This design comes from an exercise in tuning for small area, a short achievable clock period and few clock cycles per item on the open sky130 flow, not from production work. The RTL was checked by simulation tests, not by an equivalence proof against the original design. Power is estimated from default activity; no workload was simulated.

===== flow/run.sh =====
#!/bin/bash
# synth_recipe.tcl (not shown) runs the flow's synth.tcl, then flattens the netlist and writes it again
# the make line also repeats each setting of config.mk as NAME=value (left out here)
make -C /OpenROAD-flow-scripts/flow DESIGN_CONFIG=/design/flow/config.mk WORK_HOME=/design/flow/orfs CLKGATE_MAP_FILE= SYNTH_SCRIPT=/design/flow/synth_recipe.tcl finish

===== flow/config.mk =====
export PLATFORM = sky130hd
export DESIGN_NAME = rh_framer
export DESIGN_NICKNAME = rh_framer
export VERILOG_FILES = /design/flow/design.v
export SDC_FILE = /design/flow/constraint.sdc
export NUM_CORES = 4
export LEC_CHECK = 0
export CAP_MARGIN = 40
export CORE_MARGIN = 2
export CORE_UTILIZATION = 30
export PLACE_DENSITY = 0.5
export SLEW_MARGIN = 40

===== flow/constraint.sdc =====
create_clock -name core_clock -period 10.0 [get_ports {clk}]
set_input_delay 2.0000 -clock core_clock [delete_from_list [all_inputs] [get_ports {clk}]]
set_output_delay 2.0000 -clock core_clock [all_outputs]
set_load 0.01 [all_outputs]

===== flow/design.v =====
module rh_crc_step (
    input  wire [15:0] crc_in,
    input  wire [7:0]  data,
    output wire [15:0] crc_out
);
    reg [15:0] c;
    integer i;
    always @(*) begin
        c = crc_in ^ {8'h00, data};
        for (i = 0; i < 8; i = i + 1)
            c = c[0] ? ((c >> 1) ^ 16'h8408) : (c >> 1);
    end
    assign crc_out = c;
endmodule
module rh_framer (
    input  wire       clk,
    input  wire       rst,
    input  wire       cmd_valid,
    input  wire [7:0] cmd_data,
    input  wire       cmd_last,
    output wire       cmd_ready,
    output wire       rsp_valid,
    output wire [7:0] rsp_data,
    output wire       rsp_last,
    input  wire       rsp_ready
);
    localparam [7:0] DLE = 8'h10, STX = 8'h02, ETX = 8'h03;
    localparam [7:0] OP_SYS_RESET  = 8'h80, OP_CRC_UPDATE = 8'h81, OP_RX_BYTE   = 8'h82,
                     OP_RX_RESET   = 8'h83, OP_TX_ENCODE  = 8'h84, OP_DD_CHECK  = 8'h85,
                     OP_DD_FILTER  = 8'h86, OP_CFG_SETADDR = 8'h87, OP_CFG_GETADDR = 8'h88,
                     OP_CFG_SETPROM = 8'h89;
    localparam [2:0] RX_IDLE = 3'd0, RX_SAWLEAD = 3'd1, RX_INDATA = 3'd2,
                     RX_SAWDLE = 3'd3, RX_WAITHI = 3'd4, RX_WAITLO = 3'd5;
    localparam [1:0] K_SIMPLE = 2'd0, K_RXF = 2'd1, K_TX = 2'd2;
    localparam integer NB = 3;               
    localparam integer N  = 1 << NB;
    localparam integer R  = 256 / N;
    localparam integer QB = 3;               
    localparam integer QD = 1 << QB;
    reg       f0, f1;                        
    reg       rdy;
    reg [8:0] ib0, ib1;                      
    wire      ipush = cmd_valid & rdy;
    wire      ipop;
    assign cmd_ready = rdy;
    wire [1:0] iocc   = {1'b0, f0} + {1'b0, f1};
    wire [1:0] iocc_n = iocc + {1'b0, ipush} - {1'b0, ipop};
    always @(posedge clk) begin
        if (rst) begin
            f0  <= 1'b0;
            f1  <= 1'b0;
            rdy <= 1'b1;
        end else begin
            f0  <= (iocc_n != 2'd0);
            f1  <= iocc_n[1];
            rdy <= !iocc_n[1];
        end
    end
    always @(posedge clk) begin
        if (!f0 || (!f1 && ipop))
            ib0 <= {cmd_last, cmd_data};
        else if (ipop)
            ib0 <= ib1;
        if (!f1)
            ib1 <= {cmd_last, cmd_data};
    end
    wire [7:0] hd = ib0[7:0];
    wire       hl = ib0[8];
    reg [7:0]  this_address;
    reg        promiscuous;
    reg [2:0]  rxs;
    reg [6:0]  rx_len;
    reg [15:0] rx_fcs;
    reg [7:0]  rx_hi;
    reg [7:0]  rxb [0:63];
    reg [6:0] cnt;                           
    reg [7:0] rem;                           
    reg       over;                          
    reg       badop;
    reg       cdone;                         
    reg       cok;                           
    reg       o_sr, o_crc, o_rx, o_rr, o_tx, o_ddc, o_ddf, o_sa, o_ga, o_sp;
    reg [7:0] b1, b2, b3;
    reg       f7;                            
    reg       c_toaddr, c_tobc;              
    reg       c_ddacc;                       
    reg       c_rxapp;                       
    reg       np;                            
    reg [7:0] tL;                            
    reg [5:0] tpn;                           
    reg [7:0] fifo [0:63];
    reg [6:0] wpt, wpc, rpt;                 
    reg       pfull;                         
    wire ex;                                 
    assign ipop = f0 && (!cdone || ex) && !(np && pfull);
    wire take = ipop;
    reg op_known;
    reg [7:0] op_rem;
    always @(*) begin
        op_known = 1'b1;
        case (hd)
            OP_SYS_RESET, OP_RX_RESET, OP_CFG_GETADDR:  op_rem = 8'd0;
            OP_RX_BYTE, OP_CFG_SETADDR, OP_CFG_SETPROM: op_rem = 8'd1;
            OP_DD_CHECK:   op_rem = 8'd2;
            OP_CRC_UPDATE: op_rem = 8'd3;
            OP_DD_FILTER:  op_rem = 8'd4;
            OP_TX_ENCODE:  op_rem = 8'd5;
            default: begin op_rem = 8'd0; op_known = 1'b0; end
        endcase
    end
    wire first = (cnt == 7'd0);
    wire tx_n  = o_tx && (cnt == 7'd5);      
    reg  last_ok;
    always @(*) begin
        if (first)
            last_ok = op_known && (op_rem == 8'd0);
        else if (tx_n)
            last_ok = (hd == 8'd0);
        else
            last_ok = !badop && !over && (rem == 8'd1);
    end
    wire [6:0] cnt_n  = (cnt == 7'd127) ? cnt : cnt + 7'd1;
    wire       np_n   = !hl && (first ? (hd == OP_TX_ENCODE)
                                      : (o_tx && cnt_n != 7'd5 && cnt_n < 7'd66));
    always @(posedge clk) begin
        if (rst) begin
            cnt   <= 7'd0;
            cdone <= 1'b0;
            np    <= 1'b0;
        end else begin
            if (take) begin
                cnt <= hl ? 7'd0 : cnt_n;
                np  <= np_n;
            end
            if (take && hl)
                cdone <= 1'b1;
            else if (ex)
                cdone <= 1'b0;
        end
    end
    always @(posedge clk) begin
        if (take) begin
            if (first) begin
                o_sr  <= (hd == OP_SYS_RESET);
                o_crc <= (hd == OP_CRC_UPDATE);
                o_rx  <= (hd == OP_RX_BYTE);
                o_rr  <= (hd == OP_RX_RESET);
                o_tx  <= (hd == OP_TX_ENCODE);
                o_ddc <= (hd == OP_DD_CHECK);
                o_ddf <= (hd == OP_DD_FILTER);
                o_sa  <= (hd == OP_CFG_SETADDR);
                o_ga  <= (hd == OP_CFG_GETADDR);
                o_sp  <= (hd == OP_CFG_SETPROM);
                rem   <= op_rem;
                over  <= 1'b0;
                badop <= !op_known;
                tL    <= 8'd10;
                tpn   <= 6'd0;
            end else begin
                if (tx_n)
                    rem <= hd;
                else if (rem == 8'd0)
                    over <= 1'b1;
                else
                    rem <= rem - 8'd1;
            end
            if (cnt == 7'd1) b1 <= hd;
            if (cnt == 7'd2) b2 <= hd;
            if (cnt == 7'd3) b3 <= hd;
            if (np && cnt >= 7'd6) begin
                tpn <= tpn + 6'd1;
                tL  <= tL + ((hd == DLE) ? 8'd2 : 8'd1);
            end
            if (hl) begin
                cok      <= last_ok;
                f7       <= hd[7];
                c_toaddr <= (b1 == this_address);
                c_tobc   <= (b1 == 8'hFF);
                c_ddacc  <= !first && last_ok && (o_ddc || (o_ddf && !hd[7] && b1 == this_address));
                c_rxapp  <= !first && last_ok && o_rx && !(rx_len == 7'd64) &&
                            ((rxs == RX_INDATA && hd != DLE) || (rxs == RX_SAWDLE && hd == DLE));
            end
        end
    end
    reg       fw_v;
    reg [5:0] fw_i;
    reg [7:0] fw_d;
    always @(posedge clk) begin
        fw_v <= !rst && take && np;
        fw_i <= wpt[5:0];
        fw_d <= hd;
        if (fw_v) fifo[fw_i] <= fw_d;
    end
    reg [QB:0] qcnt;
    reg        qfull, qne;
    wire [7:0] dd_from = o_ddc ? b1 : b2;
    wire [7:0] dd_id   = o_ddc ? b2 : b3;
    reg  [NB-1:0] ph;                        
    reg  [NB:0]   clr;                       
    reg           clearing;
    reg           al;                        
    wire [7:0]    heads [0:R-1];
    wire [7:0]    dd_old = heads[dd_from[7:NB]];
    wire          dd_new = (dd_old != dd_id);
    always @(posedge clk)
        al <= (ph + 1'b1 == dd_from[NB-1:0]);
    reg  [1:0] rxf_cnt;                      
    reg        rxok;                         
    reg  [2:0] sph;
    reg  [6:0] ssc;
    localparam [2:0] P_ST = 3'd0, P_D1 = 3'd1, P_D2 = 3'd2, P_STX = 3'd3,
                     P_HDR = 3'd4, P_PAY = 3'd5, P_TRL = 3'd6, P_BUF = 3'd7;
    always @(posedge clk)
        rxok <= (rxf_cnt == 2'd0) || (rxf_cnt == 2'd1 && sph == P_BUF && ssc > rx_len);
    assign ex = cdone && !qfull && !(c_ddacc && (clearing || !al)) && !(c_rxapp && !rxok);
    wire   exo = ex && cok;
    wire [15:0] crc_op_res;
    rh_crc_step u_crc_op (.crc_in({b1, b2}), .data(b3), .crc_out(crc_op_res));
    wire [15:0] rx_fcs_app, rx_fcs_dle, rx_fcs_etx;
    rh_crc_step u_crc_rx  (.crc_in(rx_fcs),     .data(b1),  .crc_out(rx_fcs_app));
    rh_crc_step u_crc_rx1 (.crc_in(rx_fcs),     .data(DLE), .crc_out(rx_fcs_dle));
    rh_crc_step u_crc_rx2 (.crc_in(rx_fcs_dle), .data(ETX), .crc_out(rx_fcs_etx));
    wire rx_match = ({rx_hi, b1} == rx_fcs) && (rx_len >= 7'd4) &&
                    (promiscuous || rxb[0] == this_address || rxb[0] == 8'hFF);
    wire rx_emit = (rxs == RX_WAITLO) && rx_match;
    reg [1:0] dk;
    reg       derr;
    reg [1:0] dnb;
    reg [7:0] dd1, dd2;
    always @(*) begin
        dk = K_SIMPLE; derr = 1'b0; dnb = 2'd0; dd1 = 8'h00; dd2 = 8'h00;
        if (!cok) begin
            derr = 1'b1;
        end else if (o_crc) begin
            dnb = 2'd2; dd1 = crc_op_res[15:8]; dd2 = crc_op_res[7:0];
        end else if (o_rx) begin
            dnb = 2'd1;
            if (rx_emit) begin dk = K_RXF; dd1 = {1'b0, rx_len}; end
        end else if (o_tx) begin
            dk = K_TX; dd1 = tL; dd2 = {2'b00, tpn};
        end else if (o_ddc) begin
            dnb = 2'd1; dd1 = {7'd0, dd_new};
        end else if (o_ddf) begin
            dnb = 2'd1;
            if (f7)            dd1 = 8'h00;
            else if (c_toaddr) dd1 = dd_new ? 8'h01 : 8'h02;
            else if (c_tobc)   dd1 = 8'h03;
            else               dd1 = 8'h04;
        end else if (o_ga) begin
            dnb = 2'd1; dd1 = this_address;
        end
    end
    wire do_sys_reset = exo && o_sr;
    always @(posedge clk) begin
        if (rst || do_sys_reset) begin
            this_address <= 8'h00;
            promiscuous  <= 1'b0;
        end else if (exo) begin
            if (o_sa) this_address <= b1;
            if (o_sp) promiscuous  <= b1[0];
        end
    end
    always @(posedge clk) begin
        if (rst) begin
            ph       <= {NB{1'b0}};
            clr      <= N[NB:0];
            clearing <= 1'b1;
        end else begin
            ph <= ph + 1'b1;
            if (do_sys_reset) begin
                clr      <= N[NB:0];
                clearing <= 1'b1;
            end else if (clearing) begin
                clr      <= clr - 1'b1;
                clearing <= (clr != 1);
            end
        end
    end
    reg            gw_v;
    reg [7-NB:0]   gw_r;
    reg [7:0]      gw_d;
    always @(posedge clk) begin
        gw_v <= exo && c_ddacc;
        gw_r <= dd_from[7:NB];
        gw_d <= dd_id;
    end
    genvar gr;
    generate
        for (gr = 0; gr < R; gr = gr + 1) begin : g_ring
            reg [8*N-1:0] ring;
            wire wr = clearing || (gw_v && gw_r == gr);
            wire [7:0] p0 = ring[7:0];
            assign heads[gr] = ring[8*N-1 -: 8];
            always @(posedge clk)
                ring <= {ring[8*N-9:8], (wr ? (clearing ? 8'h00 : gw_d) : p0), ring[8*N-1 -: 8]};
        end
    endgenerate
    wire rx_step = exo && o_rx;
    reg       rw_v;
    reg [5:0] rw_i;
    reg [7:0] rw_d;
    always @(posedge clk) begin
        rw_v <= rx_step && c_rxapp;
        rw_i <= rx_len[5:0];
        rw_d <= b1;
        if (rw_v) rxb[rw_i] <= rw_d;
    end
    always @(posedge clk) begin
        if (rx_step) begin
            case (rxs)
                RX_SAWLEAD: if (b1 == STX) rx_fcs <= 16'hFFFF;
                RX_INDATA:  if (c_rxapp) rx_fcs <= rx_fcs_app;
                RX_SAWDLE:  if (b1 == ETX) rx_fcs <= rx_fcs_etx;
                            else if (c_rxapp) rx_fcs <= rx_fcs_app;
                RX_WAITHI:  rx_hi <= b1;
                default: ;
            endcase
        end
    end
    always @(posedge clk) begin
        if (rst || do_sys_reset || (exo && o_rr)) begin
            rxs    <= RX_IDLE;
            rx_len <= 7'd0;
        end else if (rx_step) begin
            if (c_rxapp) rx_len <= rx_len + 7'd1;
            case (rxs)
                RX_IDLE:    if (b1 == DLE) rxs <= RX_SAWLEAD;
                RX_SAWLEAD: if (b1 == STX) begin
                                rx_len <= 7'd0;
                                rxs    <= RX_INDATA;
                            end else begin
                                rxs <= RX_IDLE;
                            end
                RX_INDATA:  if (b1 == DLE) rxs <= RX_SAWDLE;
                RX_SAWDLE:  if (b1 == ETX) rxs <= RX_WAITHI;
                            else if (b1 == DLE) rxs <= RX_INDATA;
                            else rxs <= RX_IDLE;
                RX_WAITHI:  rxs <= RX_WAITLO;
                RX_WAITLO:  begin
                                rx_len <= 7'd0;
                                rxs    <= RX_IDLE;
                            end
                default:    rxs <= RX_IDLE;
            endcase
        end
    end
    always @(posedge clk) begin
        if (rst) begin
            wpt <= 7'd0;
            wpc <= 7'd0;
        end else if (ex) begin
            if (cok && o_tx)
                wpc <= wpt;
            else
                wpt <= wpc;
        end else if (take && np) begin
            wpt <= wpt + 7'd1;
        end
        pfull <= !rst && ((wpt - rpt) >= 7'd63);
    end
    reg [20:0]   dq [0:QD-1];
    reg [QB-1:0] qw, qr;
    wire         qpop;
    always @(posedge clk) begin
        if (ex) dq[qw] <= {dk, derr, dnb, dd1, dd2};
    end
    wire [QB:0] qinc = qcnt + 1'b1;
    wire [QB:0] qdec = qcnt - 1'b1;
    always @(posedge clk) begin
        if (rst) begin
            qw    <= {QB{1'b0}};
            qr    <= {QB{1'b0}};
            qcnt  <= {(QB+1){1'b0}};
            qfull <= 1'b0;
            qne   <= 1'b0;
        end else begin
            if (ex)   qw <= qw + 1'b1;
            if (qpop) qr <= qr + 1'b1;
            if (ex && !qpop) begin
                qcnt  <= qinc;
                qfull <= qinc[QB];
                qne   <= 1'b1;
            end else if (!ex && qpop) begin
                qcnt  <= qdec;
                qfull <= 1'b0;
                qne   <= (qdec != 0);
            end
        end
    end
    wire [20:0] qh   = dq[qr];
    reg        cv;                           
    reg [1:0]  ck;
    reg        cerr;
    reg [1:0]  cnb;
    reg [7:0]  cd1, cd2;
    reg [6:0]  clen1;                        
    reg [5:0]  cpn1;                         
    reg        cpz;                          
    reg        v0, v1;                       
    reg [8:0]  o0, o1;                       
    wire       adv = cv && !v1;
    reg        sdup;
    reg [15:0] scrc;
    reg        pv0, pv1;
    reg [7:0]  pb0, pb1;
    wire       favail = (rpt != wpc);        
    wire       fpush  = favail && !pv1;
    wire [7:0] fnext  = fifo[rpt[5:0]];
    wire       fpop;
    wire [7:0] fbyte  = pb0;
    wire [7:0] rbyte = rxb[ssc[5:0]];
    reg [7:0] sb;                            
    reg       sl;                            
    reg       spop;                          
    reg       scu;                           
    always @(*) begin
        sb = 8'h00; sl = 1'b0; spop = 1'b0; scu = 1'b0;
        case (sph)
            P_ST: begin
                sb = cerr ? 8'hE0 : 8'h00;
                sl = (ck == K_SIMPLE) && (cnb == 2'd0);
            end
            P_D1: begin
                sb = (ck == K_RXF) ? 8'h01 : cd1;
                sl = (ck == K_SIMPLE) && (cnb == 2'd1);
            end
            P_D2: begin
                sb = cd2;
                sl = (ck == K_SIMPLE);
            end
            P_STX: sb = STX;
            P_HDR: begin sb = fbyte; spop = 1'b1; scu = 1'b1; end
            P_PAY: begin
                sb = fbyte;
                if (!(fbyte == DLE && !sdup)) begin spop = 1'b1; scu = 1'b1; end
            end
            P_TRL: begin
                case (ssc[1:0])
                    2'd0: begin sb = DLE; scu = 1'b1; end
                    2'd1: begin sb = ETX; scu = 1'b1; end
                    2'd2: sb = scrc[15:8];
                    default: begin sb = scrc[7:0]; sl = 1'b1; end
                endcase
            end
            default: begin  
                sb = rbyte;
                sl = (ssc == clen1);
            end
        endcase
    end
    wire [15:0] scrc_next;
    rh_crc_step u_crc_s (.crc_in(scrc), .data(sb), .crc_out(scrc_next));
    wire sfin = adv && sl;                   
    wire ld   = qne && (!cv || sfin);        
    assign qpop = ld;
    assign fpop = adv && spop;
    always @(posedge clk) begin
        if (rst) begin
            rpt <= 7'd0;
            pv0 <= 1'b0;
            pv1 <= 1'b0;
        end else begin
            if (fpush) rpt <= rpt + 7'd1;
            if (fpop) begin
                pv0 <= pv1 || fpush;
                pv1 <= pv1 && fpush;
            end else begin
                pv0 <= pv0 || fpush;
                pv1 <= pv1 || (pv0 && fpush);
            end
        end
    end
    always @(posedge clk) begin
        if (fpop)
            pb0 <= pv1 ? pb1 : fnext;
        else if (!pv0)
            pb0 <= fnext;
        if (!pv1)
            pb1 <= fnext;
    end
    always @(posedge clk) begin
        if (ld) begin
            ck    <= qh[20:19];
            cerr  <= qh[18];
            cnb   <= qh[17:16];
            cd1   <= qh[15:8];
            cd2   <= (qh[20:19] == K_SIMPLE) ? qh[7:0] :
                     (qh[20:19] == K_RXF) ? (qh[15:8] - 8'd4) : DLE;
            clen1 <= qh[14:8] - 7'd1;
            cpn1  <= qh[5:0] - 6'd1;
            cpz   <= (qh[5:0] == 6'd0);
        end
    end
    always @(posedge clk) begin
        if (rst) begin
            cv   <= 1'b0;
            sph  <= P_ST;
            ssc  <= 7'd0;
            sdup <= 1'b0;
        end else begin
            if (ld)
                cv <= 1'b1;
            else if (sfin)
                cv <= 1'b0;
            if (adv) begin
                if (sl) begin
                    sph  <= P_ST;
                    ssc  <= 7'd0;
                    sdup <= 1'b0;
                end else begin
                    case (sph)
                        P_ST:  sph <= P_D1;
                        P_D1:  sph <= P_D2;
                        P_D2:  sph <= (ck == K_RXF) ? P_BUF : P_STX;
                        P_STX: sph <= P_HDR;
                        P_HDR: begin
                            if (ssc[1:0] == 2'd3) begin
                                ssc <= 7'd0;
                                sph <= cpz ? P_TRL : P_PAY;
                            end else
                                ssc <= ssc + 7'd1;
                        end
                        P_PAY: begin
                            if (spop) begin
                                sdup <= 1'b0;
                                if (ssc[5:0] == cpn1) begin
                                    ssc <= 7'd0;
                                    sph <= P_TRL;
                                end else
                                    ssc <= ssc + 7'd1;
                            end else
                                sdup <= 1'b1;
                        end
                        default: ssc <= ssc + 7'd1;    
                    endcase
                end
            end
        end
    end
    always @(posedge clk) begin
        if (adv) begin
            if (sph == P_STX)
                scrc <= 16'hFFFF;
            else if (scu)
                scrc <= scrc_next;
        end
    end
    always @(posedge clk) begin
        if (rst)
            rxf_cnt <= 2'd0;
        else
            rxf_cnt <= rxf_cnt + {1'b0, (rx_step && rx_emit)}
                               - {1'b0, (sfin && ck == K_RXF)};
    end
    wire [8:0] snew = {sl, sb};
    always @(posedge clk) begin
        if (rst) begin
            v0 <= 1'b0;
            v1 <= 1'b0;
        end else if (v0 && rsp_ready) begin
            v0 <= v1 || adv;
            v1 <= 1'b0;
        end else begin
            v0 <= v0 || adv;
            v1 <= v1 || (v0 && adv);
        end
    end
    always @(posedge clk) begin
        if (v0 && rsp_ready)
            o0 <= v1 ? o1 : snew;
        else if (!v0)
            o0 <= snew;
        if (!v1)
            o1 <= snew;
    end
    assign rsp_valid = v0;
    assign rsp_data  = o0[7:0];
    assign rsp_last  = o0[8];
endmodule

==> results of run 1 <==
[layout make-up]
cell class                 count  area [um2]
sequential                  3583       85500
clock buffer                 490        9990
inverter                      77         289
clock inverter               148        1820
tap                         4816        6030
fill                       34375      237000
antenna                        3        7.51
timing repair buffer         143        1360
multi-input combinational   2721       24100
[critical path: cells and delay by family (launching register included)]
kind	cells	cell delay, ps
buffers and inverters	1	350
and+or+nand+nor	6	2750
DFF	1	360
AOI/OAI and AO/OA	3	1260
xor gates and xnor gates	1	200
[layout by cell type (no fill, tap or decap), types with 21 or more instances in the layout]
cell type / instances
clkbuf_1: 75
a22oi_1: 44
mux2i_1: 270
o21ai_0: 113
bufinv_16: 29
dfxtp_2: 21
nand4_1: 41
edfxtp_1: 1366
o211ai_1: 25
clkbuf_16: 355
clkinv_1: 22
clkdlybuf4s50_1: 22
and3_1: 23
nor3_1: 43
inv_1: 72
nor2_1: 419
mux4_2: 370
nand2_1: 248
dfxtp_1: 2181
ha_1: 47
xor2_1: 83
a211oi_1: 21
clkinv_2: 61
xnor2_1: 141
nand3_1: 106
a21oi_1: 169
mux2_2: 45
buf_4: 90
nor2_2: 101
clkbuf_8: 60
nor2b_1: 37
[sequential cells by signal, indices dropped and copies added (netlist names), 9 cells and up, named ones only]
register	count
rx_fcs	16
ib0	9
g_ring.ring	2048
o1	9
o0	9
ib1	9
rxb	512
fifo	512
scrc	16
dq	168
[worst max path at each step]
| stage | depth (start not counted) | end | slack (ps) |
|---|---|---|---|
| 2_1_floorplan | 7 | dq[5][0] | 6420 |
| 3_3_place_gp | 11 | dq[0][8] | 4610 |
| 3_5_place_dp | 11 | dq[0][8] | 4730 |
| 4_1_cts | 11 | dq[0][8] | 4750 |
| 5_1_grt | 11 | dq[0][8] | 4430 |
| 6_report | 11 | dq[2][8] | 4660 |
[routing by layer]
metal	vias to the layer above	part of all wire
li1	24794	-
met1	27712	0.45
met2	1296	0.48
met3	383	0.039
met4	0	0.030
met5	-	0
[stage by stage]
stage               worst slack (ps)  instances  hold WS (ps)   util
floorplan                       6420       6688           310      -
global placement                4610      11316           310  0.318
detailed placement              4730      11336           312  0.319
CTS                             4750      11974           288  0.352
global route                    4430      11980           290  0.352
finish                          4660      11981           298  0.352
[power breakdown]
group	internal, uW	leakage, uW	switching (uW)
combinational	866	0.00751	1690
sequential	15900	0.0303	482
clock	7780	0.00581	5510
total	24600	0.0436	7690
[cell families (layout without fill, tap and decap cells)]
| family | count (synthesis) | count (layout) | share of synthesized area |
|---|---|---|---|
| flops | 3583 | 3583 | 0.772 |
| simple gates | 1209 | 1209 | 0.0515 |
| mux | 689 | 689 | 0.105 |
| compound gates | 549 | 549 | 0.0332 |
| buf+inv | 384 | 858 | 0.0146 |
| xor+xnor | 224 | 224 | 0.0177 |
| fa+ha+maj | 50 | 50 | 0.00586 |
| other cells | 0 | 3 | 0 |
==> flow_metrics.tcl, run 1 <==
set metrics [dict create \
    synth_ff_type "dfxtp_1" \
    hold_end "g_ring[0].ring[41]" \
    worst_ep_required_time_ps 10580 \
    min_period_ps 5340 \
    hold_path.class "register to register" \
    tns_ps 0 \
    hold_start "g_ring[0].ring[33]" \
    synth_edf_count 1366 \
    grt_pass1_vias 54876 \
    rsz0062_at_grt "false" \
    drc 0 \
    cts_buffer_depth 4 \
    cp_data_arrival_time_ps 5910 \
    ctsHoldBuffers 0 \
    wl_um 275000 \
    grt_start_max_net_pins 139 \
    path_max_fanout 69 \
    min_period_over_period 0.534 \
    cp_common_cell "nand4_1" \
    skew_ps 63.4 \
    syn_area_mm2 0.111 \
    track_usage 0.145 \
    slew_viol_final 0 \
    cp-startpoint "o_ddc" \
    p_leak_uw 0.0436 \
    busiest_layer "met2" \
    die_h_um 611 \
    portBuffers 23 \
    cp_cell_sequence "buf_4, and3b_1, or2_2, a32o_1, nor4_1, nand4_1, xnor2_1, nor3b_1, nand4_1, a221oi_1, o22ai_1" \
    dp_hpwl_um 179000 \
    ys_seq_area_frac 0.772 \
    r2r_start "o_ddc" \
    hold_violations 0 \
    root_buffer "clkbuf_16" \
    dieWidth_um 611 \
    path_class "register to register" \
    post-cts-setup-buffers 0 \
    yosysMostFrequentCell "dfxtp_1" \
    syn_inst 6688 \
    avgSynthCellArea_um2 16.5 \
    drv_cap 0 \
    crit_path_start_kind "register" \
    syn2layout_area_growth_pct 16.7 \
    syn_nets 6751 \
    drive_above_1_share 0.181 \
    setup_violations 0 \
    slowest_delay_ps 700 \
    ys.warnings.count 2 \
    grt_util_met3 0.0177 \
    hold_depth 0 \
    grt_overflow_total 0 \
    cts_made_buffers 350 \
    ios 24 \
    finalPower_uw 32300 \
    tightest_slew_ps 900 \
    drt_first_iter_violations 4028 \
    reg2reg_slack_ps 4660 \
    r2r_end "dq[2][8]" \
    ys_ff_latch 3583 \
    globalRouteMet2Util 0.243 \
    start_util 0.302 \
    cts_resized 0 \
    fin_nets 6939 \
    max_slew_margin 0.383 \
    placed_area_mm2 0.117 \
    synth_common_cells "dfxtp_1, edfxtp_1, nor2_1, mux4_2, mux2i_1" \
    core_mm2 0.366 \
    end_kind "register" \
    rr_worst_depth 11 \
    clkTransAtPathRegs_ps 60 \
    final_area_mm2 0.129 \
    die_area_mm2 0.373 \
    dr.pass1.iters 5 \
    rows 222 \
    max_freq_mhz 187 \
    irDropWorstVdd_uv 180 \
    htreeDepth 5 \
    place.gp.congestion 0.868 \
    routedWlPerCell_um 23.0 \
    num_vias 54185 \
    synth_cell_types 100 \
    grt_use_met1 0.195 \
    grt_pass1_wl_um 398000 \
    synth_top_area_share 0.401 \
    clk_latency_ps 920 \
    cts.sinks 3583 \
    cts_tree "done" \
    synth_area_leaders "dfxtp_1, edfxtp_1, mux4_2" \
    vias_per_cell 4.52 \
    yosysTopAreaCell "dfxtp_1" \
    cellPowerDensity_mw_per_mm2 250 \
    status "complete, no violations" \
    crit_slowest_cell "nor4_1" \
    synthArstFlopShare 0 \
    antenna_found_initial 7 \
    postRouteAntennaNets 0 \
]
Testbench counts, summed over its fixed seeds: cycles 44,795, items 12,000.
==> inputs of run 2 (changes only) <==
--- a/flow/design.v
+++ b/flow/design.v
@@ -43,17 +43,16 @@
     wire      ipush = cmd_valid & rdy;
     wire      ipop;
     assign cmd_ready = rdy;
-    wire [1:0] iocc   = {1'b0, f0} + {1'b0, f1};
-    wire [1:0] iocc_n = iocc + {1'b0, ipush} - {1'b0, ipop};
+    wire f1_n = (f1 && !ipop) || (f0 && !f1 && ipush && !ipop);
     always @(posedge clk) begin
         if (rst) begin
             f0  <= 1'b0;
             f1  <= 1'b0;
             rdy <= 1'b1;
         end else begin
-            f0  <= (iocc_n != 2'd0);
-            f1  <= iocc_n[1];
-            rdy <= !iocc_n[1];
+            f0  <= f1 || ipush || (f0 && !ipop);
+            f1  <= f1_n;
+            rdy <= !f1_n;
         end
     end
     always @(posedge clk) begin
@@ -164,9 +163,9 @@
                 else
                     rem <= rem - 8'd1;
             end
-            if (cnt == 7'd1) b1 <= hd;
-            if (cnt == 7'd2) b2 <= hd;
-            if (cnt == 7'd3) b3 <= hd;
+            if (cnt == 7'd1) begin if (o_ddf) b3 <= hd; else b1 <= hd; end
+            if (cnt == 7'd2) begin if (o_ddf) b1 <= hd; else b2 <= hd; end
+            if (cnt == 7'd3) begin if (o_ddf) b2 <= hd; else b3 <= hd; end
             if (np && cnt >= 7'd6) begin
                 tpn <= tpn + 6'd1;
                 tL  <= tL + ((hd == DLE) ? 8'd2 : 8'd1);
@@ -174,9 +173,9 @@
             if (hl) begin
                 cok      <= last_ok;
                 f7       <= hd[7];
-                c_toaddr <= (b1 == this_address);
-                c_tobc   <= (b1 == 8'hFF);
-                c_ddacc  <= !first && last_ok && (o_ddc || (o_ddf && !hd[7] && b1 == this_address));
+                c_toaddr <= (b3 == this_address);
+                c_tobc   <= (b3 == 8'hFF);
+                c_ddacc  <= !first && last_ok && (o_ddc || (o_ddf && !hd[7] && b3 == this_address));
                 c_rxapp  <= !first && last_ok && o_rx && !(rx_len == 7'd64) &&
                             ((rxs == RX_INDATA && hd != DLE) || (rxs == RX_SAWDLE && hd == DLE));
             end
@@ -193,16 +192,18 @@
     end
     reg [QB:0] qcnt;
     reg        qfull, qne;
-    wire [7:0] dd_from = o_ddc ? b1 : b2;
-    wire [7:0] dd_id   = o_ddc ? b2 : b3;
+    wire [7:0] dd_from = b1;
+    wire [7:0] dd_id   = b2;
     reg  [NB-1:0] ph;                        
     reg  [NB:0]   clr;                       
     reg           clearing;
     reg           al;                        
-    wire [7:0]    heads [0:R-1];
-    wire [7:0]    dd_old = heads[dd_from[7:NB]];
+    wire [7:0]    nexts [0:R-1];             
+    reg  [7:0]    dd_old;                    
     wire          dd_new = (dd_old != dd_id);
     always @(posedge clk)
+        dd_old <= nexts[dd_from[7:NB]];
+    always @(posedge clk)
         al <= (ph + 1'b1 == dd_from[NB-1:0]);
     reg  [1:0] rxf_cnt;                      
     reg        rxok;                         
@@ -290,7 +291,7 @@
             reg [8*N-1:0] ring;
             wire wr = clearing || (gw_v && gw_r == gr);
             wire [7:0] p0 = ring[7:0];
-            assign heads[gr] = ring[8*N-1 -: 8];
+            assign nexts[gr] = ring[8*N-9 -: 8];
             always @(posedge clk)
                 ring <= {ring[8*N-9:8], (wr ? (clearing ? 8'h00 : gw_d) : p0), ring[8*N-1 -: 8]};
         end
==> flow/config.mk (replaced) <==
export PLATFORM = sky130hd
export DESIGN_NAME = rh_framer
export DESIGN_NICKNAME = rh_framer
export VERILOG_FILES = /design/flow/design.v
export SDC_FILE = /design/flow/constraint.sdc
export NUM_CORES = 4
export LEC_CHECK = 0
export CAP_MARGIN = 20
export CORE_MARGIN = 2
export CORE_UTILIZATION = 50
export PLACE_DENSITY = 0.6
export SETUP_SLACK_MARGIN = 5
export SLEW_MARGIN = 20
==> run 2 against run 1 <==
  * Hold slack worse by 41 ps
  * Global-route usage grew 7.8 points
  * Final cell count decreased by 16%
  * Cell area is 2.9% lower
  * Highest routed layer is now met5
  * Maximum frequency is 11% higher
  * Critical endpoint is now scrc[0]
==> flow_metrics.tcl, run 2 <==
set metrics [dict create \
    status "complete, no violations" \
    cp_data_arrival_time_ps 5490 \
    placed_area_mm2 0.114 \
    grt_overflow_total 0 \
    yosysTopAreaCell "dfxtp_1" \
    grt_start_max_net_pins 89 \
    worst_ep_required_time_ps 10680 \
    syn2layout_area_growth_pct 14.1 \
    final_cell_mix "dfxtp_1, edfxtp_1, nor2_1, clkbuf_16, mux2i_1" \
    synth_ff_type "dfxtp_1" \
    min_period_ps 4810 \
    top_layer_used "met5" \
    antenna_found_initial 6 \
    p_leak_uw 0.0434 \
    syn_area_mm2 0.110 \
    dieWidth_um 473 \
    max_slew_margin 0.234 \
    reg_top3 "g_ring.ring x2048, fifo x512, rxb x512" \
    avgSynthCellArea_um2 16.5 \
    worstPathBufferInverterCount 2 \
    routedWlPerCell_um 24.9 \
    wl_met1_um 111000 \
    grt_pass1_wl_um 367000 \
    path_max_fanout 59 \
    synthArstFlopShare 0 \
    dr.pass1.iters 7 \
    clk_latency_ps 980 \
    synth_edf_count 1366 \
    portBuffers 23 \
    cp_cell_sequence "buf_6, mux4_2, mux2i_1, nor2_1, a2111oi_1, buf_4, a221oi_2, xnor2_2, xnor3_1, nand2_1" \
    drt_first_iter_violations 4695 \
    ys.warnings.count 2 \
    tns_ps 0 \
    cts.sinks 3586 \
    cts_made_buffers 359 \
    dr_wl_met2_um 117000 \
    wl_um 250000 \
    post-cts-setup-buffers 0 \
    synth_common_cells "dfxtp_1, edfxtp_1, nor2_1, mux2i_1, mux4_2" \
    place.gp.congestion 0.860 \
    yosysMostFrequentCell "dfxtp_1" \
    core_mm2 0.219 \
    rsz0062_at_grt "false" \
    start_util 0.501 \
    tightest_slew_ps 1140 \
    syn_nets 6711 \
    vias_per_cell 5.41 \
    htreeDepth 5 \
    min_period_over_period 0.481 \
    largest_register "g_ring.ring" \
    slowest_delay_ps 980 \
    postRouteAntennaNets 0 \
    hold_violations 0 \
    ys_seq_area_frac 0.778 \
    largest_reg_flops 2048 \
    layout_commonest_cell "dfxtp_1" \
    hold_path.class "register to register" \
    wl_met3_um 13300 \
    crit_slowest_cell "dfxtp_4" \
    fin_nets 6936 \
    synth_cell_types 81 \
    syn_inst 6648 \
    rows 172 \
    grt_pass1_vias 54545 \
    cts_buffer_depth 4 \
    whs_ps 257 \
    die_h_um 473 \
    irDropWorstVdd_uv 194 \
    root_buffer "clkbuf_16" \
    skew_ps 85.1 \
    crit_path_start_kind "register" \
    synth_area_leaders "dfxtp_1, edfxtp_1, mux4_2" \
    num_vias 54213 \
    cp_top_family "compound AO/OA/AOI/OAI gates" \
    track_usage 0.223 \
    slew_viol_final 0 \
    end_kind "register" \
    drv_cap 0 \
    setup_violations 0 \
    clkTransAtPathRegs_ps 70 \
    synth_top_area_share 0.405 \
    final_area_mm2 0.125 \
    drc 0 \
    dp_hpwl_um 154000 \
    max_freq_mhz 208 \
    cellPowerDensity_mw_per_mm2 244 \
    fill_cells 16765 \
    ys_ff_latch 3586 \
    cts_tree "done" \
    path_class "register to register" \
    drive_above_1_share 0.161 \
    ios 24 \
    die_area_mm2 0.223 \
]
## run 2: cell count changes after synthesis, moves of 38 or more
cell / change
mux2i_1: +67
nor2_1: +38
o21ai_0: -46
mux4_2: -63
a221oi_1: +41
## run 2: final timing paths
path	slack, ps	to	start	cells past startpoint
worst max-delay path	5190	scrc[0]	register	10
worst min register to register	260	g_ring[26].ring[25]	g_ring[26].ring[17]	0
worst max register to register	5190	scrc[0]	register	10
worst min-delay path	260	g_ring[26].ring[25]	g_ring[26].ring[17]	0
## run 2: layout make-up
cell class	count	area, um2	area share
flip-flops and latches	3586	85500	0.683
multi-input cells	2726	23100	0.185
clock buffers	479	10100	0.0808
well taps	2871	3590	0.0287
clock inverters	158	1570	0.0125
repair buffers	143	1150	0.00918
inverters	57	214	0.00171
diodes	1	2.50	0.0000200
## run 2: report_power, final
part	internal [uW]	leakage, uW	switching, uW
sequential	15500	0.0303	322
combinational	706	0.00736	939
clock	7820	0.00577	5400
## run 2: logic make-up after synthesis
group                      after synthesis  synth area share
adders and majority gates               50           0.00583
and+or+nand+nor                       1218            0.0498
DFF                                   3586             0.778
xor gates and xnor gates               226            0.0189
AOI/OAI and AO/OA                      511            0.0322
muxes                                  721             0.102
buffers and inverters                  336            0.0131
## run 2: per-layer routing
metal  track usage  up-vias
met1         0.314    27604
met5             0        -
met3        0.0366      422
met2         0.353     1586
li1              -    24599
met4        0.0764        2
## run 2: through the flow
stage / worst slack (ps) / std cells / util / power (uW)
3_3_place_gp: 5050 / 9380 / 0.518 / 17700
4_1_cts: 5140 / 10019 / 0.572 / 30900
2_1_floorplan: 6270 / 6648 / - / 17100
5_1_grt: 5110 / 10021 / 0.572 / 31600
6_report: 5190 / 10021 / 0.572 / 30600
3_5_place_dp: 4950 / 9382 / 0.518 / 17800
## run 2: repair_timing
item / 4_1_cts / 5_1_grt
hold endpoints to repair: 0 / 0
hold buffers: 0 / 0
gates resized for setup: 2 / 1
setup endpoints to repair: 3 / 1
Testbench counts of run 2, summed over its fixed seeds: cycles 44,795, items 12,000.
==> inputs of run 3 (changes only) <==
--- a/flow/config.mk
+++ b/flow/config.mk
@@ -8,6 +8,8 @@
 export CAP_MARGIN = 20
 export CORE_MARGIN = 2
 export CORE_UTILIZATION = 50
+export CTS_CLUSTER_DIAMETER = 60
+export CTS_CLUSTER_SIZE = 25
 export PLACE_DENSITY = 0.6
 export SETUP_SLACK_MARGIN = 5
 export SLEW_MARGIN = 20
==> run 3 against run 2 <==
  * Still clean on timing, DRC and antenna
  * Total power decreased by 14%
  * Area after synthesis unchanged
  * Sequential share of layout area up 3.0 points
  * Core utilization is 2.4 points lower
  * Synthesized cell count unchanged
  * Sequential power barely moved
  * Register-to-register slack improved by 70 ps
  * Clock power shrank 33%
  * Die area stayed put
==> flow_metrics.tcl, run 3 <==
set metrics [dict create \
    p_leak_uw 0.0407 \
    cp_cell_sequence "buf_6, mux4_2, mux2i_1, nor2_1, a2111oi_1, buf_4, a221oi_2, xnor2_2, xnor3_1, nand2_1" \
    grt_pass1_wl_um 359000 \
    wl_um 244000 \
    cts.sinks 3586 \
    yosysMostFrequentCell "dfxtp_1" \
    status "complete, no violations" \
    die_area_mm2 0.223 \
    hold_violations 0 \
    avgSynthCellArea_um2 16.5 \
    rr_worst_depth 10 \
    final_cell_mix "dfxtp_1, edfxtp_1, nor2_1, mux2i_1, mux4_2" \
    drc 0 \
    post-cts-setup-buffers 0 \
    path_class "register to register" \
    worst_ep_required_time_ps 10750 \
    yosysTopAreaCell "dfxtp_1" \
    rsz0062_at_grt "false" \
    whs_ps 303 \
    cts_made_buffers 194 \
    layout_commonest_cell "dfxtp_1" \
    dr.pass1.iters 7 \
    cp.depth 10 \
    htreeDepth 4 \
    postLayoutCoreUtil 0.548 \
    synth_ff_type "dfxtp_1" \
    fill_cells 17246 \
    placed_cells 9382 \
    max_slew_margin 0.227 \
    antenna_found_initial 6 \
    final_cells 9698 \
    fin_nets 6771 \
    reg2reg_slack_ps 5250 \
    place.gp.congestion 0.860 \
    postRouteAntennaNets 0 \
    crit_slowest_cell "dfxtp_4" \
    dp_hpwl_um 154000 \
    tns_ps 0 \
    die_h_um 473 \
    synth_top_area_share 0.405 \
    ys_seq_area_frac 0.778 \
    ys.warnings.count 2 \
    hold_path.class "register to register" \
    rows 172 \
    drive_above_1_share 0.133 \
    syn_inst 6648 \
    track_usage 0.218 \
    syn_area_mm2 0.110 \
    min_period_over_period 0.475 \
    drv_cap 0 \
    slew_viol_final 0 \
    synthArstFlopShare 0 \
    path_max_fanout 59 \
    skew_ps 53.4 \
    cp_top_family "flip-flops" \
    setup_violations 0 \
    grt_start_max_net_pins 89 \
    synth_cell_types 81 \
    irDropWorstVdd_uv 186 \
    num_vias 52806 \
    start_util 0.501 \
    root_buffer "clkbuf_16" \
    syn2layout_area_growth_pct 9.30 \
    clk_latency_ps 900 \
    cts_tree "done" \
    crit_path_start_kind "register" \
    core_mm2 0.219 \
    cp_data_arrival_time_ps 5490 \
    ios 24 \
    cts_buffer_depth 3 \
    min_period_ps 4750 \
    tightest_slew_ps 1160 \
    ys_ff_latch 3586 \
    r2r_end "scrc[0]" \
    cellPowerDensity_mw_per_mm2 218 \
    clkTransAtPathRegs_ps 90 \
    syn_nets 6711 \
    max_freq_mhz 211 \
    synth_area_leaders "dfxtp_1, edfxtp_1, mux4_2" \
    end_kind "register" \
    portBuffers 23 \
    crit_end "scrc[0]" \
    grt_pass1_vias 52465 \
    slowest_delay_ps 980 \
    drt_first_iter_violations 4997 \
    dieWidth_um 473 \
    largest_register "g_ring.ring" \
    largest_reg_flops 2048 \
    reg_top3 "g_ring.ring x2048, fifo x512, rxb x512" \
    vias_per_cell 5.45 \
    grt_overflow_total 0 \
    synth_edf_count 1366 \
    synth_common_cells "dfxtp_1, edfxtp_1, nor2_1, mux2i_1, mux4_2" \
    routedWlPerCell_um 25.2 \
    worstPathBufferInverterCount 2 \
]
## run 3: cell counts after synthesis
Identical to the previous run, type by type.
## run 3: worst min-delay path by stage
stage	from	to	slack, ps	cells past startpoint
2_1_floorplan	g_ring[0].ring[56]	g_ring[0].ring[0]	310	0
3_5_place_dp	g_ring[10].ring[43]	g_ring[10].ring[51]	310	0
5_1_grt	g_ring[16].ring[37]	g_ring[16].ring[45]	300	0
6_report	g_ring[16].ring[37]	g_ring[16].ring[45]	300	0
3_3_place_gp	g_ring[25].ring[41]	g_ring[25].ring[49]	310	0
4_1_cts	g_ring[16].ring[37]	g_ring[16].ring[45]	300	0
## run 3: cells by family after synthesis
logic type	Yosys count	share of synthesized area
AO/OA/AOI/OAI	511	0.0322
XOR/XNOR	226	0.0189
adder cells (fa/ha/maj)	50	0.00583
buffers and inverters	336	0.0131
flip-flops	3586	0.778
multiplexers	721	0.102
AND/OR/NAND/NOR	1218	0.0498
## run 3: metrics by stage
step	power (uW)	setup slack [ps]	instance area, um2
2_1_floorplan	17100	6270	110000
3_3_place_gp	17700	5050	114000
3_5_place_dp	17800	4950	114000
4_1_cts	26400	5190	120000
5_1_grt	27100	5090	120000
6_report	26200	5250	120000
## run 3: area by class of cell
class	count	area (um2)	area share
timing repair buffer	143	1150	0.00959
inverter	57	214	0.00178
clock buffer	211	4980	0.0415
sequential	3586	85500	0.713
antenna	4	10.0	0.0000834
tap	2871	3590	0.0299
clock inverter	100	1390	0.0116
multi-input combinational	2726	23100	0.193
## run 3: timing repair
action,CTS,global route
endpoints found under the setup margin,3,1
gates resized for setup,2,1
hold buffers,0,0
## run 3: power by group
group | internal [uW] | total [uW] | switching, uW
Sequential | 15400 | 15800 | 325
Clock | 3890 | 8800 | 4910
Combinational | 706 | 1640 | 933
Total | 20000 | 26200 | 6170
## run 3: per-layer routing
layer | vias up | part of all wire | global-route usage
met5 | - | 0.000041 | 0
met1 | 26949 | 0.45 | 0.313
met2 | 1386 | 0.47 | 0.344
li1 | 24122 | - | -
met4 | 2 | 0.033 | 0.0732
met3 | 347 | 0.048 | 0.0291
==> inputs of run 4 (changes only) <==
==> flow/flow/run.sh (new file) <==
#!/bin/bash
# Layout flow: the standard flow (standard synthesis, floorplan, placement,
# CTS, routing, finish) unchanged, except that timing repair aims at a setup
# slack of 6.5 ns, i.e. it keeps optimising paths longer than 3.5 ns although
# the 10 ns clock constraint is already met. Constraints are the standard flow's.
set -euo pipefail
export SETUP_SLACK_MARGIN=6.5
bash standard.sh synth > synth.log 2>&1
bash standard.sh finish > layout.log 2>&1
==> flow/standard.sh (new file) <==
#!/bin/bash
# synth_recipe.tcl (not shown) runs the flow's synth.tcl, then flattens the netlist and writes it again
# the make line also repeats each setting of config.mk as NAME=value (left out here)
make -C /OpenROAD-flow-scripts/flow DESIGN_CONFIG=/design/flow/config.mk WORK_HOME=/design/flow/orfs CLKGATE_MAP_FILE= SYNTH_SCRIPT=/design/flow/synth_recipe.tcl "${@:-finish}"
--- a/flow/config.mk
+++ b/flow/config.mk
@@ -11,5 +11,4 @@
 export CTS_CLUSTER_DIAMETER = 60
 export CTS_CLUSTER_SIZE = 25
 export PLACE_DENSITY = 0.6
-export SETUP_SLACK_MARGIN = 5
 export SLEW_MARGIN = 20
removed: flow/run.sh
==> run 4 against run 3 <==
  * Register-to-register slack improved by 1200 ps
  * Clock power barely moved
  * Via count rose by 0.97%
  * Still clean on timing, DRC and antenna
  * Synthesized cell count did not move
  * Flip-flop and latch count did not move
  * Sequential share of layout area fell by 0.44 points
  * Core utilization rose by 0.35 points
  * Highest routed layer unchanged
  * Worst setup slack improved by 1200 ps
==> flow_metrics.tcl, run 4 <==
set metrics [dict create \
    tns_ps 0 \
    skew_ps 94.3 \
    cp_top_family "multiplexers" \
    hold_start "g_ring[27].ring[62]" \
    rows 172 \
    yosysTopAreaCell "dfxtp_1" \
    clk_latency_ps 890 \
    synth_edf_count 1366 \
    synth_cell_types 81 \
    min_period_over_period 0.351 \
    clkTransAtPathRegs_ps 90 \
    root_buffer "clkbuf_16" \
    ctsHoldBuffers 0 \
    synth_ff_type "dfxtp_1" \
    wl_um 248000 \
    crit_slowest_cell "mux4_2" \
    core_mm2 0.219 \
    drv_cap 0 \
    routedWlPerCell_um 25.5 \
    hold_violations 0 \
    grt_pass1_vias 52939 \
    postLayoutCoreUtil 0.551 \
    reg2reg_slack_ps 6490 \
    largest_register "g_ring.ring" \
    syn2layout_area_growth_pct 9.99 \
    synth_top_area_share 0.405 \
    rsz0062_at_grt "true" \
    die_h_um 473 \
    final_cell_mix "dfxtp_1, edfxtp_1, nor2_1, mux2i_1, mux4_2" \
    avgSynthCellArea_um2 16.5 \
    reg_top3 "g_ring.ring x2048, fifo x512, rxb x512" \
    cp_cell_sequence "buf_16, mux4_1, mux4_2, and2_0, o31a_1, xnor2_4, xnor3_1, or2_1" \
    finalPower_uw 26300 \
    portBuffers 23 \
    slowest_delay_ps 570 \
    crit_path_start_kind "register" \
    worst_ep_required_time_ps 10630 \
    largest_reg_flops 2048 \
    syn_area_mm2 0.110 \
    cp_data_arrival_time_ps 4140 \
    synth_common_cells "dfxtp_1, edfxtp_1, nor2_1, mux2i_1, mux4_2" \
    syn_inst 6648 \
    drc 0 \
    layout_commonest_cell "dfxtp_1" \
    max_freq_mhz 285 \
    place.gp.congestion 0.856 \
    ios 24 \
    postRouteAntennaNets 0 \
    tightest_slew_ps 1180 \
    internal-power_uw 20100 \
    synthArstFlopShare 0 \
    htreeDepth 4 \
    yosysMostFrequentCell "dfxtp_1" \
    track_usage 0.222 \
    netSwitchingPower_uw 6160 \
    p_clk_frac 0.336 \
    end_kind "register" \
    grt_start_max_net_pins 73 \
    p_leak_uw 0.0411 \
    grt_overflow_total 0 \
    dp_hpwl_um 155000 \
    pwr-share-seq 0.598 \
    max_slew_margin 0.210 \
    p_sw_frac 0.234 \
    status "complete, no violations" \
    ys.warnings.count 2 \
    ys_ff_latch 3586 \
    hold_path.class "register to register" \
    fin_nets 6814 \
    cts_made_buffers 191 \
    cts_buffer_depth 3 \
    dr.pass1.iters 5 \
    power_frac_comb 0.066 \
    path_max_fanout 16 \
    syn_nets 6711 \
    num_vias 53319 \
    ys_seq_area_frac 0.778 \
    cts_tree "done" \
    cellPowerDensity_mw_per_mm2 217 \
    path_class "register to register" \
    antenna_found_initial 8 \
    drive_above_1_share 0.144 \
    fill_cells 17185 \
    min_period_ps 3510 \
    cts.sinks 3586 \
    drt_first_iter_violations 4903 \
    start_util 0.501 \
    grt_pass1_wl_um 365000 \
    synth_area_leaders "dfxtp_1, edfxtp_1, mux4_2" \
    vias_per_cell 5.47 \
    worstPathBufferInverterCount 1 \
    setup_violations 0 \
    die_area_mm2 0.223 \
    irDropWorstVdd_uv 191 \
    slew_viol_final 0 \
    dieWidth_um 473 \
]
[run 4: cells by family (layout without fill, tap and decap cells)]
| kind of cell | after synthesis | in the layout | share of synthesized area |
|---|---|---|---|
| DFF | 3586 | 3586 | 0.778 |
| and+or+nand+nor | 1218 | 1218 | 0.0498 |
| muxes | 721 | 721 | 0.102 |
| AOI/OAI and AO/OA | 511 | 511 | 0.0322 |
| buffers and inverters | 336 | 556 | 0.0131 |
| xor gates and xnor gates | 226 | 226 | 0.0189 |
| adders and majority gates | 50 | 50 | 0.00583 |
| other | 0 | 3 | 0 |
[run 4: cell type report]
type,instances,area (um2),area share
sequential,3586,85500,0.708
multi-input combinational,2726,23300,0.193
clock buffer,207,4900,0.0406
tap,2871,3590,0.0297
timing repair buffer,189,1750,0.0145
clock inverter,103,1480,0.0122
inverter,57,214,0.00177
antenna,3,7.51,0.0000622
[run 4: final timing paths]
path / endpoint / cells past startpoint
setup / recovery: scrc[3] / 8
hold / removal: g_ring[27].ring[6] / 0
setup reg to reg: scrc[3] / 8
hold reg to reg: g_ring[27].ring[6] / 0
[run 4: layer usage]
| layer | global-route usage | share of wire |
|---|---|---|
| met1 | 0.320 | 0.45 |
| met2 | 0.356 | 0.47 |
| met3 | 0.0300 | 0.051 |
| met4 | 0.0621 | 0.026 |
| met5 | 0 | 0.000052 |
[run 4: metrics by stage]
step / hold slack [ps] / setup slack (ps) / area, um2 / cells
final: 266 / 6490 / 121000 / 9742
after global routing: 278 / 6380 / 121000 / 9741
after floorplan: 310 / 6520 / 110000 / 6648
after CTS: 273 / 6340 / 121000 / 9725
after global placement: 310 / 4840 / 114000 / 9385
after detailed placement: 312 / 5540 / 114000 / 9390
[run 4: worst register-to-register path: stages (launching register included)]
cell	delay (ps)
dfxtp_4	470
buf_16	190
mux4_1	570
mux4_2	570
and2_0	210
o31a_1	400
xnor2_4	250
xnor3_1	410
or2_1	200
[run 4: power by group through the flow]
stage	Sequential, uW	Clock, uW	Combinational [uW]
after floorplan	15900	0	1180
after global placement	16100	0	1660
after detailed placement	16100	0	1700
after CTS	15700	9020	1750
after global routing	15700	9540	1880
final	15700	8820	1740
[run 4: repair_timing]
item / CTS / global route
buffers inserted: 22 / 13
gates resized for setup: 90 / 25
cloned: 3 / 0
setup endpoints to repair: 203 / 43
endpoints found under the hold margin: 0 / 0
pin swaps: 2 / 1
==> inputs of run 5 (changes only) <==
--- a/flow/design.v
+++ b/flow/design.v
@@ -71,7 +71,7 @@
     reg [6:0]  rx_len;
     reg [15:0] rx_fcs;
     reg [7:0]  rx_hi;
-    reg [7:0]  rxb [0:63];
+    reg [7:0]  rx_to;                        
     reg [6:0] cnt;                           
     reg [7:0] rem;                           
     reg       over;                          
@@ -87,7 +87,6 @@
     reg       np;                            
     reg [7:0] tL;                            
     reg [5:0] tpn;                           
-    reg [7:0] fifo [0:63];
     reg [6:0] wpt, wpc, rpt;                 
     reg       pfull;                         
     wire ex;                                 
@@ -181,20 +180,45 @@
             end
         end
     end
-    reg       fw_v;
-    reg [5:0] fw_i;
-    reg [7:0] fw_d;
-    always @(posedge clk) begin
-        fw_v <= !rst && take && np;
-        fw_i <= wpt[5:0];
-        fw_d <= hd;
-        if (fw_v) fifo[fw_i] <= fw_d;
+    reg  [5:0] rt;
+    wire [5:0] rt1 = rt + 6'd1;
+    always @(posedge clk) begin
+        if (rst) rt <= 6'd0;
+        else     rt <= rt1;
+    end
+    reg [3:0]   tp_v;
+    reg [5:0]   tp_s [0:3];
+    reg [7:0]   tp_d [0:3];
+    wire [1:0]  tka   = rt1[1:0];
+    wire        tw_v  = tp_v[tka];
+    wire [5:0]  tw_p  = rt1 - tp_s[tka];
+    wire [7:0]  tw_d  = tp_d[tka];
+    wire        tpush = take && np;
+    always @(posedge clk) begin
+        if (rst)
+            tp_v <= 4'd0;
+        else begin
+            if (tw_v)  tp_v[tka] <= 1'b0;
+            if (tpush) tp_v[wpt[1:0]] <= 1'b1;
+        end
+        if (tpush) begin
+            tp_s[wpt[1:0]] <= wpt[5:0];
+            tp_d[wpt[1:0]] <= hd;
+        end
     end
+    reg [511:0] tring, tring_n;
+    integer ti;
+    always @(*) begin
+        tring_n = {tring[503:0], tring[511:504]};
+        for (ti = 0; ti < 16; ti = ti + 1)
+            if (tw_v && tw_p[5:2] == ti) tring_n[32*ti +: 8] = tw_d;
+    end
+    always @(posedge clk) tring <= tring_n;
     reg [QB:0] qcnt;
     reg        qfull, qne;
     wire [7:0] dd_from = b1;
     wire [7:0] dd_id   = b2;
-    reg  [NB-1:0] ph;                        
+    wire [NB-1:0] ph = rt[NB-1:0];           
     reg  [NB:0]   clr;                       
     reg           clearing;
     reg           al;                        
@@ -204,7 +228,7 @@
     always @(posedge clk)
         dd_old <= nexts[dd_from[7:NB]];
     always @(posedge clk)
-        al <= (ph + 1'b1 == dd_from[NB-1:0]);
+        al <= (rt1[NB-1:0] == dd_from[NB-1:0]);
     reg  [1:0] rxf_cnt;                      
     reg        rxok;                         
     reg  [2:0] sph;
@@ -222,7 +246,7 @@
     rh_crc_step u_crc_rx1 (.crc_in(rx_fcs),     .data(DLE), .crc_out(rx_fcs_dle));
     rh_crc_step u_crc_rx2 (.crc_in(rx_fcs_dle), .data(ETX), .crc_out(rx_fcs_etx));
     wire rx_match = ({rx_hi, b1} == rx_fcs) && (rx_len >= 7'd4) &&
-                    (promiscuous || rxb[0] == this_address || rxb[0] == 8'hFF);
+                    (promiscuous || rx_to == this_address || rx_to == 8'hFF);
     wire rx_emit = (rxs == RX_WAITLO) && rx_match;
     reg [1:0] dk;
     reg       derr;
@@ -263,11 +287,9 @@
     end
     always @(posedge clk) begin
         if (rst) begin
-            ph       <= {NB{1'b0}};
             clr      <= N[NB:0];
             clearing <= 1'b1;
         end else begin
-            ph <= ph + 1'b1;
             if (do_sys_reset) begin
                 clr      <= N[NB:0];
                 clearing <= 1'b1;
@@ -297,15 +319,38 @@
         end
     endgenerate
     wire rx_step = exo && o_rx;
-    reg       rw_v;
-    reg [5:0] rw_i;
-    reg [7:0] rw_d;
-    always @(posedge clk) begin
-        rw_v <= rx_step && c_rxapp;
-        rw_i <= rx_len[5:0];
-        rw_d <= b1;
-        if (rw_v) rxb[rw_i] <= rw_d;
+    reg [1:0]  rp_v;
+    reg [5:0]  rp_s [0:1];
+    reg [7:0]  rp_d [0:1];
+    wire       rw0  = rp_v[0] && (rp_s[0][1:0] == rt1[1:0]);
+    wire       rw1  = rp_v[1] && (rp_s[1][1:0] == rt1[1:0]);
+    wire       rw_v = rw0 || rw1;
+    wire [5:0] rw_p = rt1 - (rw1 ? rp_s[1] : rp_s[0]);
+    wire [7:0] rw_d = rw1 ? rp_d[1] : rp_d[0];
+    wire       rapp = rx_step && c_rxapp;
+    always @(posedge clk) begin
+        if (rst)
+            rp_v <= 2'd0;
+        else begin
+            if (rw0)  rp_v[0] <= 1'b0;
+            if (rw1)  rp_v[1] <= 1'b0;
+            if (rapp) rp_v[rx_len[0]] <= 1'b1;
+        end
+        if (rapp) begin
+            rp_s[rx_len[0]] <= rx_len[5:0];
+            rp_d[rx_len[0]] <= b1;
+        end
+        if (rapp && rx_len == 7'd0)
+            rx_to <= b1;
     end
+    reg [511:0] rring, rring_n;
+    integer ri;
+    always @(*) begin
+        rring_n = {rring[503:0], rring[511:504]};
+        for (ri = 0; ri < 16; ri = ri + 1)
+            if (rw_v && rw_p[5:2] == ri) rring_n[32*ri +: 8] = rw_d;
+    end
+    always @(posedge clk) rring <= rring_n;
     always @(posedge clk) begin
         if (rx_step) begin
             case (rxs)
@@ -399,17 +444,23 @@
     reg        cpz;                          
     reg        v0, v1;                       
     reg [8:0]  o0, o1;                       
-    wire       adv = cv && !v1;
+    wire       adv = cv && !v1 && !(sph == P_BUF && !br_al) &&
+                     !((sph == P_HDR || sph == P_PAY) && !pv0);
     reg        sdup;
     reg [15:0] scrc;
-    reg        pv0, pv1;
-    reg [7:0]  pb0, pb1;
+    reg  [2:0] pcnt;
+    reg  [7:0] pq0, pq1, pq2, pq3;
+    wire       pv0    = (pcnt != 3'd0);
+    wire [5:0] fr_p   = rt - rpt[5:0];
     wire       favail = (rpt != wpc);        
-    wire       fpush  = favail && !pv1;
-    wire [7:0] fnext  = fifo[rpt[5:0]];
+    wire       fpush  = favail && !pcnt[2] && (fr_p[1:0] == 2'd3) &&
+                        !(tp_v[rpt[1:0]] && tp_s[rpt[1:0]] == rpt[5:0]);
+    wire [7:0] fnext  = tring[32*fr_p[5:2] + 24 +: 8];
     wire       fpop;
-    wire [7:0] fbyte  = pb0;
-    wire [7:0] rbyte = rxb[ssc[5:0]];
+    wire [7:0] fbyte  = pq0;
+    wire [5:0] br_p  = rt - ssc[5:0];        
+    wire       br_al = (br_p[1:0] == 2'd3);
+    wire [7:0] rbyte = rring[32*br_p[5:2] + 24 +: 8];
     reg [7:0] sb;                            
     reg       sl;                            
     reg       spop;                          
@@ -455,29 +506,19 @@
     wire ld   = qne && (!cv || sfin);        
     assign qpop = ld;
     assign fpop = adv && spop;
+    wire [2:0] pidx = pcnt - {2'b00, fpop};    
     always @(posedge clk) begin
         if (rst) begin
-            rpt <= 7'd0;
-            pv0 <= 1'b0;
-            pv1 <= 1'b0;
+            rpt  <= 7'd0;
+            pcnt <= 3'd0;
         end else begin
             if (fpush) rpt <= rpt + 7'd1;
-            if (fpop) begin
-                pv0 <= pv1 || fpush;
-                pv1 <= pv1 && fpush;
-            end else begin
-                pv0 <= pv0 || fpush;
-                pv1 <= pv1 || (pv0 && fpush);
-            end
+            pcnt <= pcnt + {2'b00, fpush} - {2'b00, fpop};
         end
-    end
-    always @(posedge clk) begin
-        if (fpop)
-            pb0 <= pv1 ? pb1 : fnext;
-        else if (!pv0)
-            pb0 <= fnext;
-        if (!pv1)
-            pb1 <= fnext;
+        pq0 <= (fpush && pidx == 3'd0) ? fnext : fpop ? pq1 : pq0;
+        pq1 <= (fpush && pidx == 3'd1) ? fnext : fpop ? pq2 : pq1;
+        pq2 <= (fpush && pidx == 3'd2) ? fnext : fpop ? pq3 : pq2;
+        pq3 <= (fpush && pidx == 3'd3) ? fnext : pq3;
     end
     always @(posedge clk) begin
         if (ld) begin
--- a/flow/flow/run.sh
+++ b/flow/flow/run.sh
@@ -4,6 +4,6 @@
 # slack of 6.5 ns, i.e. it keeps optimising paths longer than 3.5 ns although
 # the 10 ns clock constraint is already met. Constraints are the standard flow's.
 set -euo pipefail
-export SETUP_SLACK_MARGIN=6.5
+export SETUP_SLACK_MARGIN=7.2
 bash standard.sh synth > synth.log 2>&1
 bash standard.sh finish > layout.log 2>&1
==> run 5 against run 4 <==
  * Sequential share of layout area is 4.9 points lower
  * Still clean
  * Total power is 2.6% lower
  * Critical endpoint is now scrc[8]
  * Non-clock buffer count is 219 higher
==> flow_metrics.tcl, run 5 <==
set metrics [dict create \
    status "complete, no violations" \
    reg_top3 "g_ring.ring x2048, rring x512, tring x512" \
    wl_um 235000 \
    place.gp.congestion 0.883 \
    cp-startpoint "rt[0]" \
    portBuffers 23 \
    dieWidth_um 457 \
    synth_area_leaders "dfxtp_1, edfxtp_1, mux2_2" \
    largest_register "g_ring.ring" \
    p_leak_uw 0.0448 \
    hold_start "g_ring[23].ring[13]" \
    ys_ff_latch 3669 \
    die_h_um 457 \
    rsz0062_at_grt "true" \
    synth-compound-area-share 0.0410 \
    cp_data_arrival_time_ps 4220 \
    final_cells 10174 \
    cts_made_buffers 191 \
    cts_tree "done" \
    avgSynthCellArea_um2 14.6 \
    drc 0 \
    track_usage 0.221 \
    hold_violations 0 \
    irDropWorstVdd_uv 193 \
    synth_common_cells "dfxtp_1, edfxtp_1, nor2_1, mux2_2" \
    grt_pass1_vias 52080 \
    layout_commonest_cell "dfxtp_1" \
    path_max_fanout 6 \
    routedWlPerCell_um 23.1 \
    yosys.area_share.simple 0.0604 \
    start_util 0.502 \
    final_cell_mix "dfxtp_1, edfxtp_1, nor2_1, nand2_1, mux2i_1" \
    cts.sinks 3669 \
    drv_cap 0 \
    hold_depth 0 \
    synth_adder_area_share 0.0104 \
    syn_inst 7024 \
    synthMuxAreaShare 0.0881 \
    r2r_start "rt[0]" \
    synth_top_area_share 0.628 \
    worst_ep_required_time_ps 10590 \
    yosysMostFrequentCell "dfxtp_1" \
    vias_per_cell 5.18 \
    slew_viol_final 0 \
    postRouteAntennaNets 0 \
    synth-xor-area-share 0.0231 \
    grt_overflow_total 0 \
    cellPowerDensity_mw_per_mm2 216 \
    syn2layout_area_growth_pct 15.6 \
    tns_ps 0 \
    synth_top_family_by_area "multiplexers" \
    cts_buffer_depth 3 \
    core_mm2 0.204 \
    skew_ps 43.1 \
    ios 24 \
    min_period_over_period 0.362 \
    synth_cell_types 99 \
    clkTransAtPathRegs_ps 100 \
    path_class "register to register" \
    hold_path.class "register to register" \
    max_slew_margin 0.237 \
    crit_path_start_kind "register" \
    drive_above_1_share 0.202 \
    syn_nets 7119 \
    die_area_mm2 0.209 \
    rr_worst_depth 12 \
    fin_nets 7469 \
    tightest_slew_ps 1140 \
    postLayoutCoreUtil 0.580 \
    setup_violations 0 \
    largest_reg_flops 2048 \
    end_kind "register" \
    num_vias 52669 \
    syn_area_mm2 0.102 \
    max_freq_mhz 276 \
    ys_seq_area_frac 0.762 \
    placed_area_mm2 0.107 \
    drt_first_iter_violations 4068 \
    antenna_found_initial 4 \
    rows 166 \
    ys.warnings.count 2 \
    yosysTopAreaCell "dfxtp_1" \
    root_buffer "clkbuf_16" \
    clk_latency_ps 870 \
    dp_hpwl_um 148000 \
    min_period_ps 3620 \
    grt_start_max_net_pins 65 \
    dr.pass1.iters 5 \
    synth_edf_count 458 \
    multiInputGateArea_mm2 0.0260 \
    htreeDepth 4 \
    placed_cells 9571 \
    fill_cells 16016 \
    synthArstFlopShare 0 \
    synth_ff_type "dfxtp_1" \
    grt_pass1_wl_um 345000 \
    final_area_mm2 0.118 \
    seqCellArea_mm2 0.0781 \
]
[run 5: metrics by stage]
stage / hold slack [ps] / setup slack [ps] / total power [uW]
finish: 304 / 6380 / 25600
floorplan: 310 / 6350 / 16300
CTS: 291 / 6370 / 25700
global placement: 310 / 5090 / 16800
global route: 298 / 6310 / 26500
detailed placement: 312 / 5000 / 16800
[run 5: what timing repair did]
item	in CTS	in global routing
gates cloned	14	5
resized for setup	502	122
hold buffers	0	0
setup buffers	188	91
endpoints found under the setup margin	920	589
pin swaps	117	81
[run 5: critical path: stages (launching register included)]
cell	delay, ps
dfxtp_4	400
inv_8	70
ha_4	130
inv_2	40
fa_2	490
xor2_4	330
buf_12	190
buf_12	140
mux4_2	550
o21a_1	240
a21boi_4	220
xnor3_2	410
mux2i_1	140
[run 5: cell type report]
| class | instances | area share |
|---|---|---|
| timing repair buffer | 408 | 0.0358 |
| clock inverter | 79 | 0.00994 |
| multi-input combinational | 2974 | 0.220 |
| antenna | 2 | 0.0000423 |
| sequential | 3669 | 0.659 |
| inverter | 129 | 0.00436 |
| timing repair inverter | 1 | 0.0000634 |
| tap | 2688 | 0.0284 |
| clock buffer | 224 | 0.0425 |
[run 5: power by group]
group / switching [uW] / internal, uW / leakage, uW
registers: 150 / 15100 / 0.0301
logic: 941 / 698 / 0.0117
clock network: 4810 / 3930 / 0.00300
[run 5: cells by family (layout without fill, tap and decap cells)]
group / Yosys count / count (layout)
simple gates: 1293 / 1297
mux: 732 / 732
flops: 3669 / 3669
buf+inv: 386 / 841
xor+xnor: 254 / 254
other cells: 0 / 2
compound gates: 608 / 609
fa+ha+maj: 82 / 82
[run 5: routing by layer]
layer	routed length, um	GRT usage
met1	109000	0.306
met2	110000	0.360
met3	8350	0.0297
met4	7820	0.0725
met5	27	0
[run 5: final timing paths]
check	to	slack [ps]
worst max register to register	scrc[8]	6380
worst min-delay path	g_ring[23].ring[21]	300
worst min register to register	g_ring[23].ring[21]	300
worst max-delay path	scrc[8]	6380
Testbench counts of run 5, summed over its fixed seeds: cycles 45,306, items 12,000.

-- port drivers added, routing unchanged --
The results above use ideal ports. As a check the final layouts listed here were re-extracted and re-timed, cells and wires unchanged.
Step 1 sets driving cells, clkbuf_16 on the clock port and buf_2 on the other inputs (assumed; they add their load-dependent delay and slew).
Step 2 also shifts input and output timing later by t, the mid clock arrival at the registers, as if the neighbouring blocks saw the same clock.
Three values: ideal ports, drivers, drivers and shift; two values: the first two.
run | t, ns | setup slack, ns | worst setup path at the end | clock arrival spread, ns | worst slew at a driven data input, ns
run 1 | 1.002 | 4.665 / 4.665 / 4.665 | register to register | 0.064 / 0.065 | 0.06
run 2 | 1.030 | 5.188 / 5.188 / 5.188 | register to register | 0.098 / 0.099 | 0.20
run 3 | 0.955 | 5.253 / 5.253 / 5.253 | register to register | 0.060 / 0.059 | 0.22
run 4 | 0.933 | 6.489 / 6.437 / 6.243 | input to register | 0.098 / 0.098 | 0.28
run 5 | 0.940 | 6.378 / 6.378 / 6.378 | register to register | 0.049 / 0.049 | 0.17
After both steps setup and hold are still met in every run listed. For run 4, which loses most, drivers alone change the setup slack by -0.052 ns; drivers and shift together by -0.246 ns.
